This is an optimization exercise on Yosys and OpenROAD, whose aim is small area, a short achievable clock period and few clock cycles, not a production implementation. In this exercise RTL edits were held to simulation tests only and were not proved equivalent to the original. Power figures rest on the tool's default switching activity, not on a simulated workload.

--- flow/design.v ---
module w25n_encoder (
    input  wire        clk,
    input  wire        rst,
    input  wire        req_valid,
    output wire        req_ready,
    input  wire [31:0] req_word0,
    input  wire [31:0] req_a,
    input  wire [31:0] req_b,
    input  wire        din_valid,
    output wire        din_ready,
    input  wire [7:0]  din_data,
    output reg         dout_valid,
    output wire [7:0]  dout_data,
    output reg         res_valid,
    output wire [7:0]  res_kind,
    output wire [31:0] res_info,
    output wire [23:0] res_rec,
    output reg         bus_valid,
    output reg  [7:0]  bus_tx,
    output reg         bus_last,
    input  wire        bus_ready,
    input  wire [7:0]  bus_rx,
    input  wire        bus_err
);
    localparam [4:0] T_BAD    = 5'd0;
    localparam [4:0] T_RESET  = 5'd1;
    localparam [4:0] T_JEDEC  = 5'd2;
    localparam [4:0] T_WREN   = 5'd3;
    localparam [4:0] T_WRDI   = 5'd4;
    localparam [4:0] T_RDREG  = 5'd5;
    localparam [4:0] T_WRREG  = 5'd6;
    localparam [4:0] T_BERASE = 5'd7;
    localparam [4:0] T_PLOAD  = 5'd8;
    localparam [4:0] T_PLOADR = 5'd9;
    localparam [4:0] T_PEXEC  = 5'd10;
    localparam [4:0] T_PREAD  = 5'd11;
    localparam [4:0] T_RDATA  = 5'd12;
    localparam [4:0] T_UNPROT = 5'd13;
    localparam [4:0] T_PWRDN  = 5'd14;
    localparam [4:0] T_SREAD  = 5'd16;
    localparam [4:0] T_SWRITE = 5'd17;
    localparam [4:0] T_SERASE = 5'd18;
    localparam [4:0] T_SCAP   = 5'd19;
    localparam [4:0] T_BSTAT  = 5'd20;
    localparam [4:0] T_SCANST = 5'd24;
    localparam [4:0] T_SCANNX = 5'd25;
    localparam [3:0] K_OK        = 4'h0;
    localparam [3:0] K_TRANSPORT = 4'h1;
    localparam [3:0] K_WREN      = 4'h2;
    localparam [3:0] K_WRDI      = 4'h3;
    localparam [3:0] K_ERASE     = 4'h4;
    localparam [3:0] K_PROGRAM   = 4'h5;
    localparam [3:0] K_PROTECT   = 4'h6;
    localparam [3:0] K_ALIGN     = 4'h7;
    localparam [3:0] K_BOUNDS    = 4'h8;
    localparam [3:0] K_BADREQ    = 4'hA;
    localparam [3:0] S_IDLE = 4'd0;
    localparam [3:0] S_DISP = 4'd1;    
    localparam [3:0] S_C1   = 4'd2;    
    localparam [3:0] S_SR   = 4'd3;    
    localparam [3:0] S_POLL = 4'd4;    
    localparam [3:0] S_RG   = 4'd5;    
    localparam [3:0] S_U1   = 4'd6;    
    localparam [3:0] S_U2   = 4'd7;    
    localparam [3:0] S_U3   = 4'd8;    
    localparam [3:0] S_WR   = 4'd9;    
    localparam [3:0] S_JED  = 4'd10;   
    localparam [3:0] S_ADR  = 4'd11;   
    localparam [3:0] S_LD   = 4'd12;   
    localparam [3:0] S_RD   = 4'd13;   
    localparam [3:0] S_RDM  = 4'd14;   
    reg [4:0] pd;
    always @(*) begin
        case (req_word0[7:0])
            8'h01: pd = T_RESET;
            8'h02: pd = T_JEDEC;
            8'h03: pd = T_WREN;
            8'h04: pd = T_WRDI;
            8'h05: pd = T_RDREG;
            8'h06: pd = T_WRREG;
            8'h07: pd = T_BERASE;
            8'h08: pd = T_PLOAD;
            8'h09: pd = T_PLOADR;
            8'h0A: pd = T_PEXEC;
            8'h0B: pd = T_PREAD;
            8'h0C: pd = T_RDATA;
            8'h0D: pd = T_UNPROT;
            8'h0E: pd = T_PWRDN;
            8'h20: pd = T_SREAD;
            8'h21: pd = T_SWRITE;
            8'h22: pd = T_SERASE;
            8'h23: pd = T_SCAP;
            8'h24: pd = T_BSTAT;
            8'h30: pd = T_SCANST;
            8'h31: pd = T_SCANNX;
            default: pd = T_BAD;
        endcase
        if (req_word0[31:24] != 8'h00) pd = T_BAD;
    end
    reg        pv;         
    reg [4:0]  P;          
    reg        pW;         
    reg [3:0]  st;
    reg [2:0]  hi;         
    reg        pay;        
    reg [4:0]  T;          
    reg [31:0] A;          
    reg [31:0] B;          
    reg [31:0] R;          
    reg [11:0] S;          
    reg [15:0] cap;        
    reg [7:0]  rxq;        
    reg [3:0]  kind;
    reg        ones;       
    reg        dr;         
    reg        skv;        
    reg [7:0]  skid;
    localparam [31:0] CAPACITY = 32'h1000_0000;
    wire mv   = bus_valid & bus_ready;
    wire slot = ~bus_valid | bus_ready;
    assign req_ready = (st == S_IDLE) & pv;
    assign din_ready = dr & ~skv;
    wire   take      = din_valid & dr & ~skv;
    assign dout_data = rxq;
    wire paged = (T == T_SREAD) | (T == T_SWRITE);
    wire scan  = (T == T_SCANNX);
    wire Z     = (R == 32'd0);
    wire Rnz   = ~Z;
    wire Z1    = (R[10:0] == 11'd1) & (paged | (R[31:11] == 21'd0));
    reg [2:0] hl;
    always @(*) begin
        case (st)
            S_C1:         hl = 3'd0;
            S_JED, S_RDM: hl = 3'd4;
            S_ADR:        hl = 3'd3;
            S_RD:         hl = scan ? 3'd5 : 3'd3;
            default:      hl = 3'd2;
        endcase
    end
    wire haspay = (st == S_LD) | ((st == S_RD) & ~scan);
    wire [2:0] hn = hi + 3'd1;
    reg  [7:0] nb;
    always @(*) begin
        nb = 8'h00;
        case (st)
            S_SR, S_POLL: if (hn == 3'd1) nb = 8'hC0;
            S_U1, S_U3:   if (hn == 3'd1) nb = 8'hA0;
            S_U2:         nb = (hn == 3'd1) ? 8'hA0 : (cap[15:8] & 8'h87);
            S_RG:         if (hn == 3'd1) nb = A[15:8];
            S_WR:         nb = (hn == 3'd1) ? A[15:8] : A[23:16];
            S_ADR:        nb = (hn == 3'd1) ? A[23:16] : (hn == 3'd2) ? A[15:8] : A[7:0];
            S_LD:         if (T != T_SWRITE) nb = (hn == 3'd1) ? A[15:8] : A[7:0];
            S_RD:         if (T == T_RDATA && hn[2:1] != 2'b10) nb = (hn == 3'd1) ? A[15:8] : (hn == 3'd2) ? A[7:0] : 8'h00;
            S_RDM:        if (hn == 3'd1) nb = 8'h08;
            default:      ;
        endcase
    end
    wire [7:0] c1_op = (T == T_RESET) ? 8'hFF :
                       (T == T_PWRDN) ? 8'hB9 :
                       (T == T_WRDI)  ? 8'h04 : 8'h06;
    wire [7:0] ad_op = (T == T_BERASE || T == T_SERASE) ? 8'hD8 :
                       (T == T_PEXEC  || T == T_SWRITE) ? 8'h10 : 8'h13;
    wire [7:0] ld_op = (T == T_PLOADR) ? 8'h84 : 8'h02;
    wire rw_oob  = (B > CAPACITY) || (A > CAPACITY - B);
    wire rw_al   = (A[10:0] != 11'd0) || (B[10:0] != 11'd0);
    wire er_oob  = (A > B) || (B > CAPACITY);
    wire er_al   = (A[16:0] != 17'd0) || (B[16:0] != 17'd0);
    wire more_er = (A[17:6] < B[28:17]);
    wire ld_want = (st == S_LD) &
                   ((mv & ~bus_last & (pay | (hi == 3'd2))) | (~bus_valid & pay));
    wire okk   = (kind == K_OK);
    wire selA  = (kind == K_BADREQ) | (kind == K_BOUNDS) | (kind == K_ALIGN) |
                 (kind == K_ERASE) | (kind == K_PROGRAM) | (okk & scan & ~ones);
    wire selB  = okk & ((T == T_RDATA) | (T == T_SREAD));
    wire selJ  = okk & (T == T_JEDEC);
    wire selRx = (kind == K_WREN) | (kind == K_WRDI) | (okk & (T == T_RDREG)) | selJ;
    wire selU  = (kind == K_PROTECT);
    wire selM  = okk & (T == T_BSTAT);
    wire selC  = okk & (T == T_SCAP);
    wire selO  = okk & scan & ones;
    wire selR  = okk & scan & ~ones;
    wire known = ({cap[7:0], rxq} == 16'hAA22);
    assign res_kind = {4'd0, kind};
    assign res_info = ({32{selA}} & A) | ({32{selB}} & B) | {32{selO}} |
                      {7'd0, selJ & known, {16{selJ}} & cap, {8{selRx}} & rxq} |
                      {28'd0, {4{selU}} & rxq[6:3]} |
                      {31'd0, selM & (rxq == 8'hFF)} |
                      {3'd0, selC, 28'd0};
    assign res_rec  = {24{selR}} & {cap, rxq};
    task go(input [3:0] ns, input [7:0] op, input lst);
        begin
            st        <= ns;
            hi        <= 3'd0;
            pay       <= 1'b0;
            bus_tx    <= op;
            bus_last  <= lst;
            bus_valid <= 1'b1;
        end
    endtask
    task fin(input [3:0] k);
        begin
            st        <= S_IDLE;
            bus_valid <= 1'b0;
            res_valid <= 1'b1;
            kind      <= k;
        end
    endtask
    always @(posedge clk) begin
        rxq <= bus_rx;
        P   <= pd;
        pW  <= (pd == T_BAD) | (pd == T_RDREG) | (pd == T_WRREG);
        if (mv && !(st == S_JED && bus_last) && st != S_RDM)
            cap <= {cap[7:0], bus_rx};
        if (rst) begin
            st         <= S_IDLE;
            pv         <= 1'b0;
            bus_valid  <= 1'b0;
            res_valid  <= 1'b0;
            dout_valid <= 1'b0;
            dr         <= 1'b0;
            skv        <= 1'b0;
            S          <= 12'h800;
        end else begin
            pv         <= req_valid;
            res_valid  <= 1'b0;
            dout_valid <= mv & pay & (st == S_RD);
            if (take) begin
                R <= R - 32'd1;
                if (Z1) dr <= 1'b0;
                if (!ld_want) begin
                    skid <= din_data;
                    skv  <= 1'b1;
                end
            end
            if (ld_want) begin
                pay <= 1'b1;
                if (skv) begin
                    bus_tx    <= skid;
                    bus_last  <= ~dr;
                    bus_valid <= 1'b1;
                    skv       <= 1'b0;
                end else if (take) begin
                    bus_tx    <= din_data;
                    bus_last  <= Z1;
                    bus_valid <= 1'b1;
                end else begin
                    bus_valid <= 1'b0;
                end
            end
            case (st)
                S_IDLE: begin
                    if (pv) begin
                        T  <= P;
                        A  <= pW ? req_word0 : req_a;
                        B  <= req_b;
                        st <= S_DISP;
                    end
                end
                S_DISP: begin
                    R    <= B;
                    ones <= S[11];
                    case (T)
                        T_RESET, T_PWRDN, T_WREN, T_WRDI, T_BERASE, T_PLOAD, T_PLOADR:
                                   go(S_C1, c1_op, 1'b1);
                        T_JEDEC:   go(S_JED, 8'h9F, 1'b0);
                        T_RDREG:   go(S_RG, 8'h0F, 1'b0);
                        T_WRREG:   go(S_WR, 8'h1F, 1'b0);
                        T_PEXEC:   go(S_ADR, 8'h10, 1'b0);
                        T_PREAD:   go(S_ADR, 8'h13, 1'b0);
                        T_RDATA:   go(S_RD, 8'h03, 1'b0);
                        T_UNPROT:  go(S_U1, 8'h0F, 1'b0);
                        T_SCAP:    fin(K_OK);
                        T_SCANST: begin
                            S <= 12'd0;
                            fin(K_OK);
                        end
                        T_SCANNX: begin
                            if (S[11])
                                fin(K_OK);
                            else begin
                                A <= {14'd0, S, 6'd0};
                                S <= S + 12'd1;
                                go(S_ADR, 8'h13, 1'b0);
                            end
                        end
                        T_BSTAT: begin
                            A <= {11'd0, A[31:11]};
                            go(S_ADR, 8'h13, 1'b0);
                        end
                        T_SREAD, T_SWRITE: begin
                            if (rw_oob)
                                fin(K_BOUNDS);
                            else if (rw_al)
                                fin(K_ALIGN);
                            else if (B == 32'd0)
                                fin(K_OK);
                            else begin
                                A <= {11'd0, A[31:11]};
                                if (T == T_SREAD) go(S_ADR, 8'h13, 1'b0);
                                else              go(S_C1, 8'h06, 1'b1);
                            end
                        end
                        T_SERASE: begin
                            if (er_oob)
                                fin(K_BOUNDS);
                            else if (er_al)
                                fin(K_ALIGN);
                            else begin
                                A <= {11'd0, A[31:11]};
                                go(S_C1, 8'h06, 1'b1);
                            end
                        end
                        default:   fin(K_BADREQ);
                    endcase
                end
                default: begin
                    if (mv && bus_last) begin
                        if (bus_err && st != S_U2)
                            fin(K_TRANSPORT);
                        else case (st)
                            S_C1: begin
                                if (T == T_RESET || T == T_PWRDN) fin(K_OK);
                                else go(S_SR, 8'h0F, 1'b0);
                            end
                            S_SR: begin
                                if (T == T_WRDI)       fin(bus_rx[1] ? K_WRDI : K_OK);
                                else if (!bus_rx[1])   fin(K_WREN);
                                else if (T == T_WREN)  fin(K_OK);
                                else if (T == T_BERASE || T == T_SERASE) go(S_ADR, 8'hD8, 1'b0);
                                else                   go(S_LD, ld_op, 1'b0);
                            end
                            S_ADR: go(S_POLL, 8'h0F, 1'b0);
                            S_POLL: begin
                                if (bus_rx[0])
                                    go(S_POLL, 8'h0F, 1'b0);
                                else case (T)
                                    T_BERASE: fin(bus_rx[2] ? K_ERASE : K_OK);
                                    T_SERASE: begin
                                        if (bus_rx[2]) fin(K_ERASE);
                                        else if (more_er) begin
                                            A[17:6] <= A[17:6] + 12'd1;
                                            go(S_C1, 8'h06, 1'b1);
                                        end else fin(K_OK);
                                    end
                                    T_PEXEC:  fin(bus_rx[3] ? K_PROGRAM : K_OK);
                                    T_SWRITE: begin
                                        if (bus_rx[3]) fin(K_PROGRAM);
                                        else if (Rnz) begin
                                            A[17:0] <= A[17:0] + 18'd1;
                                            go(S_C1, 8'h06, 1'b1);
                                        end else fin(K_OK);
                                    end
                                    T_PREAD:  fin(K_OK);
                                    T_BSTAT:  go(S_RDM, 8'h03, 1'b0);
                                    default:  go(S_RD, 8'h03, 1'b0);
                                endcase
                            end
                            S_LD: begin
                                if (T == T_SWRITE) go(S_ADR, 8'h10, 1'b0);
                                else fin(K_OK);
                            end
                            S_RD: begin
                                if (scan) go(S_RDM, 8'h03, 1'b0);
                                else if (T == T_SREAD && Rnz) begin
                                    A[17:0] <= A[17:0] + 18'd1;
                                    go(S_ADR, 8'h13, 1'b0);
                                end else fin(K_OK);
                            end
                            S_U1: go(S_U2, 8'h1F, 1'b0);
                            S_U2: go(S_U3, 8'h0F, 1'b0);
                            S_U3: fin((bus_rx[6:3] != 4'd0) ? K_PROTECT : K_OK);
                            default: fin(K_OK);    
                        endcase
                    end else if (mv && (st != S_LD || !(pay || hi == 3'd2))) begin
                        if (pay || (haspay && hi == hl)) begin
                            pay      <= 1'b1;
                            bus_tx   <= 8'h00;
                            bus_last <= Z1;
                            R        <= R - 32'd1;
                        end else begin
                            hi       <= hn;
                            bus_tx   <= nb;
                            bus_last <= (hn == hl) & ~(haspay & Rnz);
                            if (st == S_LD && hn == hl && Rnz) dr <= 1'b1;
                        end
                    end
                end
            endcase
        end
    end
endmodule
--- flow/run.sh ---
#!/bin/bash
# synth_recipe.tcl (not shown) runs the flow's synth.tcl, then flattens the netlist and writes it again
# the make line also repeats each setting of config.mk as NAME=value (left out here)
make -C /OpenROAD-flow-scripts/flow DESIGN_CONFIG=/design/flow/config.mk WORK_HOME=/design/flow/orfs CLKGATE_MAP_FILE= SYNTH_SCRIPT=/design/flow/synth_recipe.tcl finish
--- flow/config.mk ---
export PLATFORM = sky130hd
export DESIGN_NAME = w25n_encoder
export DESIGN_NICKNAME = w25n_encoder
export VERILOG_FILES = /design/flow/design.v
export SDC_FILE = /design/flow/constraint.sdc
export NUM_CORES = 4
export LEC_CHECK = 0
export CAP_MARGIN = 20
export CORE_MARGIN = 2
export CORE_UTILIZATION = 40
export SLEW_MARGIN = 20
--- flow/constraint.sdc ---
create_clock -name core_clock -period 10.0 [get_ports {clk}]
set_input_delay 2.0000 -clock core_clock [delete_from_list [all_inputs] [get_ports {clk}]]
set_output_delay 2.0000 -clock core_clock [all_outputs]
set_load 0.01 [all_outputs]
==> key figures, run 1 <==
Critical path
  • Critical register-to-register path startpoint: B[2]
  • Capture point of the critical path: res_info[4]
  • Standard cell with the maximum stage delay on the critical path: sky130_fd_sc_hd__nor3_4
  • Maximum fanout count along the critical path: 32
  • Worst setup path category: reg -> out
  • CP peak stage delay: 0.86 ns
  • Number of cells on the worst reg-to-reg path: 17
  • CP required: 8.00 ns
  • Crit-path cells: nor2b_1 -> nand3_1 -> nor3_4 -> a221o_2 -> a221oi_1 -> nand2_1 -> clkdlybuf4s50_1
  • Launching instance or port of the critical path: T[3]
  • Data arrival at the endpoint of the critical path: 4.74 ns
  • Count of buffer and inverter cells on the critical path: 1
  • R2R Setup Slk: 3.52 ns
  • Worst Setup Start Kind: flip-flop
  • Worst setup EP type: primary output
  • Number of stages on the worst setup path: 7
  • FF-to-FF End: A[27]
  • Cell family with the largest share of critical-path delay: simple AND/OR/NAND/NOR gates

Placed design
  • Placer congestion estimate: 1.04
  • IO Port Bufs: 199
  • Half-perimeter wire length after placement: 51,300 um

Synth
  • Post-synthesis share of cell area spent on full adders, half adders and majority gates: 7.33%
  • Avg Inst Size Synth: 8.29 sq um
  • Number of distinct standard cells referenced by the synthesized netlist: 100
  • XOR/XNOR share of the synthesized area: 4.38%
  • Count of mapped cells out of synthesis: 1,833
  • Largest family of logic cells by synthesized area: simple AND/OR/NAND/NOR gates
  • Total standard cell area after synthesis: 15,200 sq um
  • Sequential-to-total area share from yosys stat: 33.0%
  • Post-synth ARST share: 0%
  • Top flip-flop cell by instance count after synthesis: sky130_fd_sc_hd__edfxtp_1
  • Warning count from the yosys run: 1
  • Count of flip-flops with a built-in enable after synthesis: 143
  • Synth area leader: sky130_fd_sc_hd__edfxtp_1
  • Area fraction in compound gates after synthesis: 21.9%
  • Top post-synthesis cells by area: sky130_fd_sc_hd__edfxtp_1, sky130_fd_sc_hd__ha_1, sky130_fd_sc_hd__nand2_1, sky130_fd_sc_hd__dfxtp_1, sky130_fd_sc_hd__nor2_1
  • Area fraction of the dominant cell type after synthesis: 28.2%
  • Multiplexer fraction of the synthesized cell area: 3.26%
  • Count of state elements after synthesis: 179
  • Share of synthesized cell area in and, or, nand and nor gates: 25.2%

Timing
  • FMAX: 0.148 GHz
  • Actual transition at the worst max-transition pin: 1.18 ns
  • Largest clock skew in the final design: 0.0154 ns
  • Final setup violation count: 0
  • Final Slew Violations: 0
  • Share of the cycle needed by the critical path after routing: 67.4%
  • Setup TNS Final: 0 ns
  • Final hold violations: 0
  • Worst rel slew slack: 20.9%
  • RSZ-0062 raised after global routing: false
  • Minimum clock period after layout: 6.74 ns

Detailed routing
  • Via count: 16,200
  • Post-Route WL: 68,100 um
  • Number of violations reported at the end of detailed-routing iteration 0: 2,032
  • Via density per instance: 6.47
  • DRC Markers: 0
  • Routed wire length per instance: 27.3 um
  • Detail Route Antenna Nets: 0
  • TritonRoute pass-1 iters: 13

CTS
  • Count of cells resized by post-cts repair: 0
  • Count of hold-fix buffers inserted at cts: 0
  • Buffers inserted during post-CTS setup optimization: 0
  • Latest clock arrival within the worst-skew pair: 0.47 ns
  • Clock tree from TritonCTS: done
  • Clock-pin slew on the worst setup and hold paths: 0.07 ns
  • Clock sink total: 179
  • Num CTS Buffers: 17
  • Cell at the root of the clock tree: sky130_fd_sc_hd__clkbuf_16
  • Number of H-tree levels: 4
  • Buffers from clock root to sink, at most: 2

Final layout
  • Final core occ: 48.4%
  • Net count of the finished layout: 2,176
  • Area growth syn-to-layout: 19.5%
  • Layout cell share with drive strength beyond 1: 5.70%

Die
  • DIE WIDTH: 199 um
  • I/O Pins: 204
  • Core Rows: 71
  • Initial standard-cell utilization of the core: 40.5%
  • Vertical die dimension: 199 um
  • Die outline area: 39,600 sq um
  • Core footprint: 37,600 sq um

Global route
  • Global-route congestion overflow total: 0
  • Number of global-route vias before repair: 15,100
  • Pin count of the biggest net entering global routing: 74
  • Wire length of the first global-routing pass: 98,500 um
  • Antenna violations before repair: 4
  • Total GRT Usage: 34.2%

Pwr
  • Power density relative to cell area: 212 nW/um^2
  • Worst vdd ir: 0.000179 V
  • Static leakage: 6.83 nW
  • Tot Pwr: 0.00385 W

Worst hold path
  • Critical hold path startpoint: P[0]
  • Worst min path class: reg -> reg

Run
  • Maxcap violations: 0

Run status
  • Run status: timing/DRC/antenna clean
-- cells in the final DEF, fill, tap and decap left out, types with 27 or more instances in the layout --
| cell | instances |
|---|---|
| sky130_fd_sc_hd__nand2_1 | 221 |
| sky130_fd_sc_hd__clkdlybuf4s50_1 | 199 |
| sky130_fd_sc_hd__nor2_1 | 167 |
| sky130_fd_sc_hd__edfxtp_1 | 143 |
| sky130_fd_sc_hd__a21oi_1 | 123 |
| sky130_fd_sc_hd__o21ai_0 | 96 |
| sky130_fd_sc_hd__ha_1 | 89 |
| sky130_fd_sc_hd__inv_1 | 65 |
| sky130_fd_sc_hd__nand3_1 | 62 |
| sky130_fd_sc_hd__nor3_1 | 59 |
| sky130_fd_sc_hd__xnor2_1 | 48 |
| sky130_fd_sc_hd__mux2i_1 | 45 |
| sky130_fd_sc_hd__and2_1 | 35 |
| sky130_fd_sc_hd__dfxtp_1 | 34 |
| sky130_fd_sc_hd__o22ai_1 | 33 |
| sky130_fd_sc_hd__a221oi_1 | 29 |
| sky130_fd_sc_hd__xor2_1 | 28 |
| sky130_fd_sc_hd__nand4_1 | 28 |
| sky130_fd_sc_hd__and3_1 | 27 |
-- registers in the layout, summed over array words and instances (netlist names), 3 cells and up --
name,count
kind,4
T,5
S,12
rxq,8
B,32
P,5
hi,3
skid,8
cap,16
R,32
bus_tx,8
A,32
st,4
-- synthesized netlist by cell type, types with 29 or more instances --
cell                       count
sky130_fd_sc_hd__nor2_1      170
sky130_fd_sc_hd__mux2i_1      45
sky130_fd_sc_hd__nor3_1       63
sky130_fd_sc_hd__o22ai_1      33
sky130_fd_sc_hd__edfxtp_1    143
sky130_fd_sc_hd__inv_1        65
sky130_fd_sc_hd__ha_1         89
sky130_fd_sc_hd__and2_1       36
sky130_fd_sc_hd__dfxtp_1      36
sky130_fd_sc_hd__clkbuf_1     80
sky130_fd_sc_hd__nand2_1     221
sky130_fd_sc_hd__nand3_1      62
sky130_fd_sc_hd__xnor2_1      48
sky130_fd_sc_hd__a21oi_1     123
sky130_fd_sc_hd__a221oi_1     29
sky130_fd_sc_hd__o21ai_0      97
-- metal layers --
metal | up-vias | wire, um | global-route usage [%]
li1 | 7163 | - | -
met5 | - | 0 | 0
met3 | 200 | 6810 | 6.65
met1 | 7698 | 27400 | 44.9
met4 | 0 | 4210 | 20.0
met2 | 1096 | 29700 | 52.2
-- kinds of logic after synthesis --
family,Yosys count
other cells,1
flops,179
fa+ha+maj,89
compound gates,492
xor+xnor,76
buf+inv,179
mux,49
simple gates,768
-- power by group --
group	internal (W)	switching (W)
Clock	0.000346	0.000334
Combinational	0.000670	0.00111
Sequential	0.00106	0.000324
Total	0.00207	0.00177
-- worst min path at each step --
stage / to / slack [ns] / depth (start not counted)
floorplan: T[0] / 0.39 / 0
global placement: T[2] / 0.39 / 0
detailed placement: T[0] / 0.39 / 0
CTS: T[0] / 0.41 / 0
global route: T[2] / 0.41 / 0
finish: T[0] / 0.41 / 0
-- worst reg2reg max path, delay by kind of cell (launching register included) --
| family | cells | cell delay, ns |
|---|---|---|
| AND/OR/NAND/NOR | 12 | 4.17 |
| XOR/XNOR | 1 | 0.13 |
| flip-flops | 1 | 0.47 |
| adder cells (fa/ha/maj) | 1 | 0.33 |
| AO/OA/AOI/OAI | 3 | 1.02 |
-- stage by stage --
step                      hold WS, ns  cell area (sq um)  cells  setup slack [ns]
after floorplan                 0.386              15200   1836              5.08
after global placement          0.388              17600   2461              3.34
after detailed placement        0.392              17600   2461              3.13
after CTS                       0.408              18200   2493              2.62
after global routing            0.411              18200   2494              2.94
final                           0.407              18200   2496              3.26
-- cell type report --
class,instances,area [sq um]
clock inverter,11,87.6
multi-input combinational,1478,9510
clock buffer,21,472
tap,511,639
inverter,68,255
antenna,3,7.51
sequential,179,5020
timing repair buffer,225,2190
fill,3680,19400
Testbench counts, summed over its fixed seeds: cycles 366,672.
==> run 2, diff against run 1 <==
--- a/flow/design.v
+++ b/flow/design.v
@@ -70,4 +70,5 @@
     localparam [3:0] S_RD   = 4'd13;   
     localparam [3:0] S_RDM  = 4'd14;   
+    localparam [3:0] S_CHK  = 4'd15;   
     reg [4:0] pd;
     always @(*) begin
@@ -112,5 +113,6 @@
     reg [7:0]  rxq;        
     reg [3:0]  kind;
-    reg        ones;       
+    reg [8:0]  rs;         
+    reg        ck_oob, ck_al, ck_bz;
     reg        dr;         
     reg        skv;        
@@ -169,23 +171,28 @@
     wire ld_want = (st == S_LD) &
                    ((mv & ~bus_last & (pay | (hi == 3'd2))) | (~bus_valid & pay));
-    wire okk   = (kind == K_OK);
-    wire selA  = (kind == K_BADREQ) | (kind == K_BOUNDS) | (kind == K_ALIGN) |
-                 (kind == K_ERASE) | (kind == K_PROGRAM) | (okk & scan & ~ones);
-    wire selB  = okk & ((T == T_RDATA) | (T == T_SREAD));
-    wire selJ  = okk & (T == T_JEDEC);
-    wire selRx = (kind == K_WREN) | (kind == K_WRDI) | (okk & (T == T_RDREG)) | selJ;
-    wire selU  = (kind == K_PROTECT);
-    wire selM  = okk & (T == T_BSTAT);
-    wire selC  = okk & (T == T_SCAP);
-    wire selO  = okk & scan & ones;
-    wire selR  = okk & scan & ~ones;
     wire known = ({cap[7:0], rxq} == 16'hAA22);
+    function [8:0] srcs(input [3:0] k, input [4:0] t);
+        reg okk;
+        begin
+            okk = (k == K_OK);
+            srcs[8] = (k == K_BADREQ) | (k == K_BOUNDS) | (k == K_ALIGN) |
+                      (k == K_ERASE) | (k == K_PROGRAM) | (okk & (t == T_SCANNX));
+            srcs[7] = okk & ((t == T_RDATA) | (t == T_SREAD));
+            srcs[6] = okk & (t == T_JEDEC);
+            srcs[5] = (k == K_WREN) | (k == K_WRDI) | (okk & ((t == T_RDREG) | (t == T_JEDEC)));
+            srcs[4] = (k == K_PROTECT);
+            srcs[3] = okk & (t == T_BSTAT);
+            srcs[2] = okk & (t == T_SCAP);
+            srcs[1] = 1'b0;
+            srcs[0] = okk & (t == T_SCANNX);
+        end
+    endfunction
     assign res_kind = {4'd0, kind};
-    assign res_info = ({32{selA}} & A) | ({32{selB}} & B) | {32{selO}} |
-                      {7'd0, selJ & known, {16{selJ}} & cap, {8{selRx}} & rxq} |
-                      {28'd0, {4{selU}} & rxq[6:3]} |
-                      {31'd0, selM & (rxq == 8'hFF)} |
-                      {3'd0, selC, 28'd0};
-    assign res_rec  = {24{selR}} & {cap, rxq};
+    assign res_info = ({32{rs[8]}} & A) | ({32{rs[7]}} & B) | {32{rs[1]}} |
+                      {7'd0, rs[6] & known, {16{rs[6]}} & cap, {8{rs[5]}} & rxq} |
+                      {28'd0, {4{rs[4]}} & rxq[6:3]} |
+                      {31'd0, rs[3] & (rxq == 8'hFF)} |
+                      {3'd0, rs[2], 28'd0};
+    assign res_rec  = {24{rs[0]}} & {cap, rxq};
     task go(input [3:0] ns, input [7:0] op, input lst);
         begin
@@ -204,8 +211,12 @@
             res_valid <= 1'b1;
             kind      <= k;
+            rs        <= srcs(k, T);
         end
     endtask
     always @(posedge clk) begin
         rxq <= bus_rx;
+        ck_oob <= (T == T_SERASE) ? er_oob : rw_oob;
+        ck_al  <= (T == T_SERASE) ? er_al : rw_al;
+        ck_bz  <= (T != T_SERASE) & (B == 32'd0);
         P   <= pd;
         pW  <= (pd == T_BAD) | (pd == T_RDREG) | (pd == T_WRREG);
@@ -259,5 +270,4 @@
                 S_DISP: begin
                     R    <= B;
-                    ones <= S[11];
                     case (T)
                         T_RESET, T_PWRDN, T_WREN, T_WRDI, T_BERASE, T_PLOAD, T_PLOADR:
@@ -276,6 +286,8 @@
                         end
                         T_SCANNX: begin
-                            if (S[11])
+                            if (S[11]) begin
                                 fin(K_OK);
+                                rs <= 9'b000000010;
+                            end
                             else begin
                                 A <= {14'd0, S, 6'd0};
@@ -288,30 +300,21 @@
                             go(S_ADR, 8'h13, 1'b0);
                         end
-                        T_SREAD, T_SWRITE: begin
-                            if (rw_oob)
-                                fin(K_BOUNDS);
-                            else if (rw_al)
-                                fin(K_ALIGN);
-                            else if (B == 32'd0)
-                                fin(K_OK);
-                            else begin
-                                A <= {11'd0, A[31:11]};
-                                if (T == T_SREAD) go(S_ADR, 8'h13, 1'b0);
-                                else              go(S_C1, 8'h06, 1'b1);
-                            end
-                        end
-                        T_SERASE: begin
-                            if (er_oob)
-                                fin(K_BOUNDS);
-                            else if (er_al)
-                                fin(K_ALIGN);
-                            else begin
-                                A <= {11'd0, A[31:11]};
-                                go(S_C1, 8'h06, 1'b1);
-                            end
-                        end
+                        T_SREAD, T_SWRITE, T_SERASE: st <= S_CHK;
                         default:   fin(K_BADREQ);
                     endcase
                 end
+                S_CHK: begin
+                    if (ck_oob)
+                        fin(K_BOUNDS);
+                    else if (ck_al)
+                        fin(K_ALIGN);
+                    else if (ck_bz)
+                        fin(K_OK);
+                    else begin
+                        A <= {11'd0, A[31:11]};
+                        if (T == T_SREAD) go(S_ADR, 8'h13, 1'b0);
+                        else              go(S_C1, 8'h06, 1'b1);
+                    end
+                end
                 default: begin
                     if (mv && bus_last) begin
--- a/flow/config.mk
+++ b/flow/config.mk
@@ -9,3 +9,4 @@
 export CORE_MARGIN = 2
 export CORE_UTILIZATION = 40
+export SETUP_SLACK_MARGIN = 5
 export SLEW_MARGIN = 20
==> key figures, run 2 <==
Final layout
  • N_diodes: 0
  • Largest registers: A x32, B x32, R x32
  • Net count of the finished layout: 2,183
  • Layout cell share with drive strength beyond 1: 6.34%
  • Area growth syn-to-layout: 19.6%
  • Final core occ: 48.4%
  • Most common library cell in the layout ignoring fill and taps: sky130_fd_sc_hd__clkdlybuf4s50_1
  • Fill cell total of the finished layout: 3,852
  • Commonest cells after routing, fill and taps aside: sky130_fd_sc_hd__clkdlybuf4s50_1, sky130_fd_sc_hd__nor2_1, sky130_fd_sc_hd__nand2_1, sky130_fd_sc_hd__edfxtp_1

Timing
  • Final Slew Violations: 0
  • Largest clock skew in the final design: 0.0180 ns
  • Final setup violation count: 0
  • Share of the cycle needed by the critical path after routing: 48.9%
  • FMAX: 0.205 GHz
  • RSZ-0062 raised after global routing: false
  • Setup TNS Final: 0 ns
  • Minimum clock period after layout: 4.89 ns
  • Worst rel slew slack: 27.7%
  • Actual transition at the worst max-transition pin: 1.08 ns
  • Final hold violations: 0

Pwr
  • Internal Power: 0.00226 W
  • Worst vdd ir: 0.000164 V
  • Share of power burned in combinational logic: 51.3%
  • Power density relative to cell area: 229 nW/um^2
  • Static leakage: 6.63 nW
  • Switching power summed over all nets: 0.00202 W
  • Sequential share of power: 32.7%
  • Net switching share of the total power: 47.2%
  • Clock Power Share: 16.0%

Die
  • I/O Pins: 204
  • Initial standard-cell utilization of the core: 40.5%
  • Core Rows: 72
  • Core footprint: 38,600 sq um
  • Die outline area: 40,600 sq um
  • DIE WIDTH: 201 um
  • Vertical die dimension: 201 um

Synth
  • Synth area leader: sky130_fd_sc_hd__edfxtp_1
  • Count of mapped cells out of synthesis: 1,837
  • Post-synth ARST share: 0%
  • Top cells by count, synth: sky130_fd_sc_hd__nor2_1, sky130_fd_sc_hd__nand2_1, sky130_fd_sc_hd__edfxtp_1, sky130_fd_sc_hd__a21oi_1, sky130_fd_sc_hd__o21ai_0
  • Warning count from the yosys run: 1
  • Sequential-to-total area share from yosys stat: 34.1%
  • Total standard cell area after synthesis: 15,600 sq um
  • Avg Inst Size Synth: 8.49 sq um
  • Top post-synthesis cells by area: sky130_fd_sc_hd__edfxtp_1, sky130_fd_sc_hd__ha_1, sky130_fd_sc_hd__dfxtp_1, sky130_fd_sc_hd__a21oi_1, sky130_fd_sc_hd__o21ai_0
  • Top flip-flop cell by instance count after synthesis: sky130_fd_sc_hd__edfxtp_1
  • Count of flip-flops with a built-in enable after synthesis: 151
  • Top-count cell post-synth: sky130_fd_sc_hd__nor2_1
  • Number of distinct standard cells referenced by the synthesized netlist: 93
  • Area fraction of the dominant cell type after synthesis: 29.1%
  • Count of state elements after synthesis: 190

Detailed routing
  • Detail Route Antenna Nets: 0
  • Post-Route WL: 66,400 um
  • Via density per instance: 6.45
  • Via count: 16,200
  • Routed wire length per instance: 26.5 um
  • DRC Markers: 0
  • TritonRoute pass-1 iters: 9
  • Number of violations reported at the end of detailed-routing iteration 0: 2,398

CTS
  • Number of H-tree levels: 4
  • Clock sink total: 190
  • Num CTS Buffers: 17
  • Clock-pin slew on the worst setup and hold paths: 0.08 ns
  • Cell at the root of the clock tree: sky130_fd_sc_hd__clkbuf_16
  • Buffers from clock root to sink, at most: 2
  • Count of hold-fix buffers inserted at cts: 0
  • Count of cells resized by post-cts repair: 0
  • Clock tree from TritonCTS: done
  • Latest clock arrival within the worst-skew pair: 0.48 ns
  • Buffers inserted during post-CTS setup optimization: 0

Global route
  • Number of global-route vias before repair: 15,400
  • Total GRT Usage: 32.1%
  • Antenna violations before repair: 0
  • Pin count of the biggest net entering global routing: 47
  • Global-route congestion overflow total: 0
  • Wire length of the first global-routing pass: 97,900 um

Placed design
  • IO Port Bufs: 199
  • Placer congestion estimate: 0.990
  • Half-perimeter wire length after placement: 50,500 um

Critical path
  • Dominant cell type by count on the critical path: sky130_fd_sc_hd__nand2_1
  • Maximum fanout count along the critical path: 16
  • Worst setup EP type: primary output
  • CP peak stage delay: 0.93 ns
  • CP required: 8.00 ns
  • Standard cell with the maximum stage delay on the critical path: sky130_fd_sc_hd__edfxtp_1
  • Crit-path cells: nand2_1 -> nor4_1 -> nand4_1 -> nand2_1 -> clkdlybuf4s50_1
  • Worst Setup Start Kind: flip-flop
  • Worst setup path category: reg -> out
  • Data arrival at the endpoint of the critical path: 2.89 ns

Run
  • Maxcap violations: 0

Run status
  • Run status: timing/DRC/antenna clean

Worst hold path
  • Worst min path class: reg -> reg
==> run 2: cell count changes after synthesis, moves of 15 or more <==
| cell | previous run | this run |
|---|---|---|
| sky130_fd_sc_hd__o21ai_0 | 97 | 138 |
| sky130_fd_sc_hd__a22oi_1 | 8 | 43 |
| sky130_fd_sc_hd__nand2_1 | 221 | 163 |
| sky130_fd_sc_hd__a21oi_1 | 123 | 139 |
| sky130_fd_sc_hd__mux2i_1 | 45 | 22 |
| sky130_fd_sc_hd__clkbuf_1 | 80 | 96 |
| sky130_fd_sc_hd__a222oi_1 | 3 | 18 |
==> run 2: cell families (layout without fill, tap and decap cells) <==
family | Yosys count | in the layout | synth area share [%]
AOI/OAI and AO/OA | 598 | 598 | 25.7
other | 1 | 4 | 0.0240
xor gates and xnor gates | 98 | 98 | 5.50
and+or+nand+nor | 640 | 640 | 20.3
DFF | 190 | 190 | 34.1
muxes | 37 | 37 | 2.49
buffers and inverters | 183 | 331 | 4.64
adders and majority gates | 90 | 90 | 7.22
==> run 2: layer usage <==
metal	share of wire (%)	vias up	global-route usage [%]	wire [um]
met4	4.3	0	14.2	2870
met2	44	955	49.2	29400
met3	9.2	156	6.01	6080
met1	42	7780	44.0	28000
met5	0	-	0	0
li1	-	7272	-	-
==> run 2: per-stage QoR <==
step,total power [W],hold slack (ns),instance area [sq um],instances,setup slack (ns)
floorplan,0.00269,0.386,15600,1840,5.28
detailed placement,0.00353,0.389,18100,2473,5.10
global route,0.00451,0.411,18600,2506,5.09
CTS,0.00422,0.400,18600,2505,5.09
global placement,0.00352,0.392,18100,2472,5.09
finish,0.00428,0.400,18600,2506,5.11
==> run 2: path summary, 6_finish.rpt <==
kind                            depth (start not counted)  startpoint  slack [ns]           end
worst max-delay path                                    5       rs[6]        5.11  res_info[24]
worst min-delay path                                    0        P[2]        0.40          T[2]
worst max register to register                         15        B[2]        5.39        ck_oob
worst min register to register                          0        P[2]        0.40          T[2]
==> run 2: worst max-delay path: cells and delay by family (launching register included) <==
family                 cells  cell delay [ns]
DFF                        1             0.93
and+or+nand+nor            4             0.91
buffers and inverters      1             0.55
==> run 2: area by class of cell <==
type                    count  area (sq um)  share of cell area, %
inverters                  65           244                   1.31
clock buffers              19           433                   2.32
well taps                 518           648                   3.48
multi-input cells        1467          9640                   51.7
repair buffers            234          2250                   12.1
clock inverters            13           121                  0.651
flip-flops and latches    190          5320                   28.5
==> run 2: power groups by stage <==
stage	Clock [W]	Sequential [W]	Combinational (W)
5_1_grt	0.000727	0.00142	0.00237
4_1_cts	0.000694	0.00139	0.00213
6_report	0.000686	0.00140	0.00219
3_3_place_gp	0	0.00140	0.00212
3_5_place_dp	0	0.00141	0.00212
2_1_floorplan	0	0.00129	0.00140
Testbench counts of run 2, summed over its fixed seeds: cycles 366,842.
==> run 3, diff against run 2 <==
--- a/flow/config.mk
+++ b/flow/config.mk
@@ -9,4 +9,3 @@
 export CORE_MARGIN = 2
 export CORE_UTILIZATION = 40
-export SETUP_SLACK_MARGIN = 5
 export SLEW_MARGIN = 20
==> key figures, run 3 <==
Pwr
  • Static leakage: 6.63 nW
  • Tot Pwr: 0.00427 W
  • Worst vdd ir: 0.000163 V
  • Power density relative to cell area: 229 nW/um^2

CTS
  • Number of H-tree levels: 4
  • Buffers inserted during post-CTS setup optimization: 0
  • Latest clock arrival within the worst-skew pair: 0.48 ns
  • Cell at the root of the clock tree: sky130_fd_sc_hd__clkbuf_16
  • Count of cells resized by post-cts repair: 0
  • Clock sink total: 190
  • Buffers from clock root to sink, at most: 2
  • Num CTS Buffers: 17
  • Clock-pin slew on the worst setup and hold paths: 0.08 ns
  • Count of hold-fix buffers inserted at cts: 0
  • Clock tree from TritonCTS: done

Critical path
  • Crit-path cells: nand2_1 -> nor4_1 -> nand4_1 -> nand2_1 -> clkdlybuf4s50_1
  • CP peak stage delay: 0.95 ns
  • R2R Setup Slk: 5.11 ns
  • CP required: 8.00 ns
  • Critical register-to-register path startpoint: B[2]
  • Worst setup EP type: primary output
  • Maximum fanout count along the critical path: 16
  • Worst setup path category: reg -> out
  • FF-to-FF End: ck_oob
  • Number of cells on the worst reg-to-reg path: 15
  • Data arrival at the endpoint of the critical path: 2.91 ns
  • Worst Setup Start Kind: flip-flop
  • Dominant cell type by count on the critical path: sky130_fd_sc_hd__nand2_1
  • Standard cell with the maximum stage delay on the critical path: sky130_fd_sc_hd__edfxtp_1

Synth
  • Avg Inst Size Synth: 8.49 sq um
  • Number of distinct standard cells referenced by the synthesized netlist: 93
  • Warning count from the yosys run: 1
  • Count of flip-flops with a built-in enable after synthesis: 151
  • Count of state elements after synthesis: 190
  • Sequential-to-total area share from yosys stat: 34.1%
  • Top flip-flop cell by instance count after synthesis: sky130_fd_sc_hd__edfxtp_1
  • Post-synth ARST share: 0%
  • Total standard cell area after synthesis: 15,600 sq um
  • Top cells by count, synth: sky130_fd_sc_hd__nor2_1, sky130_fd_sc_hd__nand2_1, sky130_fd_sc_hd__edfxtp_1, sky130_fd_sc_hd__a21oi_1, sky130_fd_sc_hd__o21ai_0
  • Area fraction of the dominant cell type after synthesis: 29.1%
  • Synth area leader: sky130_fd_sc_hd__edfxtp_1
  • Top-count cell post-synth: sky130_fd_sc_hd__nor2_1
  • Top post-synthesis cells by area: sky130_fd_sc_hd__edfxtp_1, sky130_fd_sc_hd__ha_1, sky130_fd_sc_hd__dfxtp_1, sky130_fd_sc_hd__a21oi_1, sky130_fd_sc_hd__o21ai_0
  • Count of mapped cells out of synthesis: 1,837

Timing
  • Minimum clock period after layout: 4.91 ns
  • Final Slew Violations: 0
  • Largest clock skew in the final design: 0.0180 ns
  • Worst rel slew slack: 26.7%
  • FMAX: 0.204 GHz
  • Actual transition at the worst max-transition pin: 1.10 ns
  • Setup TNS Final: 0 ns
  • Final setup violation count: 0
  • Final hold violations: 0
  • Share of the cycle needed by the critical path after routing: 49.1%
  • RSZ-0062 raised after global routing: false

Detailed routing
  • Number of violations reported at the end of detailed-routing iteration 0: 2,429
  • Routed wire length per instance: 26.5 um
  • DRC Markers: 0
  • TritonRoute pass-1 iters: 6
  • Detail Route Antenna Nets: 0
  • Post-Route WL: 66,400 um
  • Via density per instance: 6.48
  • Via count: 16,300

Final layout
  • Commonest cells after routing, fill and taps aside: sky130_fd_sc_hd__clkdlybuf4s50_1, sky130_fd_sc_hd__nand2_1, sky130_fd_sc_hd__nor2_1, sky130_fd_sc_hd__edfxtp_1
  • Layout cell share with drive strength beyond 1: 6.24%
  • Area growth syn-to-layout: 19.5%
  • Most common library cell in the layout ignoring fill and taps: sky130_fd_sc_hd__clkdlybuf4s50_1
  • Final std cells w/o fill: 2,506
  • Net count of the finished layout: 2,183
  • N_diodes: 0
  • Final core occ: 48.3%
  • Largest registers: A x32, B x32, R x32

Global route
  • Pin count of the biggest net entering global routing: 47
  • Antenna violations before repair: 0
  • Global-route congestion overflow total: 0
  • Number of global-route vias before repair: 15,400
  • Total GRT Usage: 32.1%
  • Wire length of the first global-routing pass: 97,900 um

Placed design
  • Dpl cells: 2,473
  • Placer congestion estimate: 0.990
  • IO Port Bufs: 199
  • Half-perimeter wire length after placement: 50,500 um

Run status
  • Run status: timing/DRC/antenna clean

Die
  • I/O Pins: 204
  • DIE WIDTH: 201 um
  • Core footprint: 38,600 sq um
  • Core Rows: 72
  • Initial standard-cell utilization of the core: 40.5%
  • Vertical die dimension: 201 um
  • Die outline area: 40,600 sq um

Run
  • Maxcap violations: 0

Worst hold path
  • Worst min path class: reg -> reg
  • Endpoint with the worst hold slack: T[2]
  • Critical hold path startpoint: P[2]
  • Depth of the worst hold-timing path: 0
==> run 3: worst max path at each step <==
stage | from | end | slack, ns
detailed placement | rst | A[13] | 5.10
global route | B[2] | ck_oob | 4.84
CTS | st[2] | A[9] | 5.09
global placement | bus_rx[3] | rs[6] | 5.09
finish | rs[6] | res_info[24] | 5.09
floorplan | rst | kind[0] | 5.28
==> run 3: layout make-up <==
cell class	instances	area (sq um)
tap	518	648
clock inverter	13	121
clock buffer	19	433
sequential	190	5320
multi-input combinational	1467	9630
inverter	65	244
timing repair buffer	234	2250
fill	3852	19900
==> run 3: worst max-delay path, delay by kind of cell, from the launching register on <==
kind / cells / cell delay, ns
flops: 1 / 0.95
simple gates: 4 / 0.91
buf+inv: 1 / 0.55
==> run 3: kinds of logic after synthesis <==
group / synth area share [%]
AOI/OAI and AO/OA: 25.7
xor gates and xnor gates: 5.50
buffers and inverters: 4.64
muxes: 2.49
adders and majority gates: 7.22
DFF: 34.1
other: 0.0240
and+or+nand+nor: 20.3
==> run 3: stage by stage <==
| step | setup WS (ns) | area (sq um) | hold WS, ns |
|---|---|---|---|
| 5_1_grt | 4.84 | 18600 | 0.411 |
| 3_5_place_dp | 5.10 | 18100 | 0.389 |
| 6_report | 5.09 | 18600 | 0.399 |
| 4_1_cts | 5.09 | 18600 | 0.400 |
| 3_3_place_gp | 5.09 | 18100 | 0.392 |
| 2_1_floorplan | 5.28 | 15600 | 0.386 |
==> run 3: layer usage <==
| layer | part of all wire [%] | up-vias | global-route usage [%] |
|---|---|---|---|
| li1 | - | 7267 | - |
| met1 | 42 | 7886 | 44.0 |
| met2 | 44 | 930 | 49.2 |
| met3 | 9.0 | 168 | 6.01 |
| met4 | 4.3 | 0 | 14.2 |
| met5 | 0 | - | 0 |
==> run 3: power by group <==
group / switching (W) / internal [W]
combinational: 0.00140 / 0.000794
clock: 0.000355 / 0.000330
sequential: 0.000264 / 0.00114

==> what the ideal ports hide <==
The results above use ideal ports. As a check the final layouts listed here were re-extracted and re-timed, cells and wires unchanged.
Step 1: set_driving_cell puts a clkbuf_16 on clk and a buf_2 on each other input, an assumption about the parent block.
Step 2 also shifts input and output timing later by t, the mid clock arrival at the registers, as if the neighbouring blocks saw the same clock.
Slacks: ideal / step 1 / step 2; pairs: ideal / step 1.
run | shift t [ns] | slack for setup (ns) | worst setup path after step 2
run 1 | 0.517 | 3.259 / 3.204 / 3.525 | register to register
run 2 | 0.530 | 5.111 / 5.050 / 5.036 | input to register
run 3 | 0.530 | 5.087 / 5.026 / 4.999 | input to register
After both steps setup and hold are still met in every run listed. For run 3, which loses most, drivers alone change the setup slack by -0.061 ns; drivers and shift together by -0.088 ns.
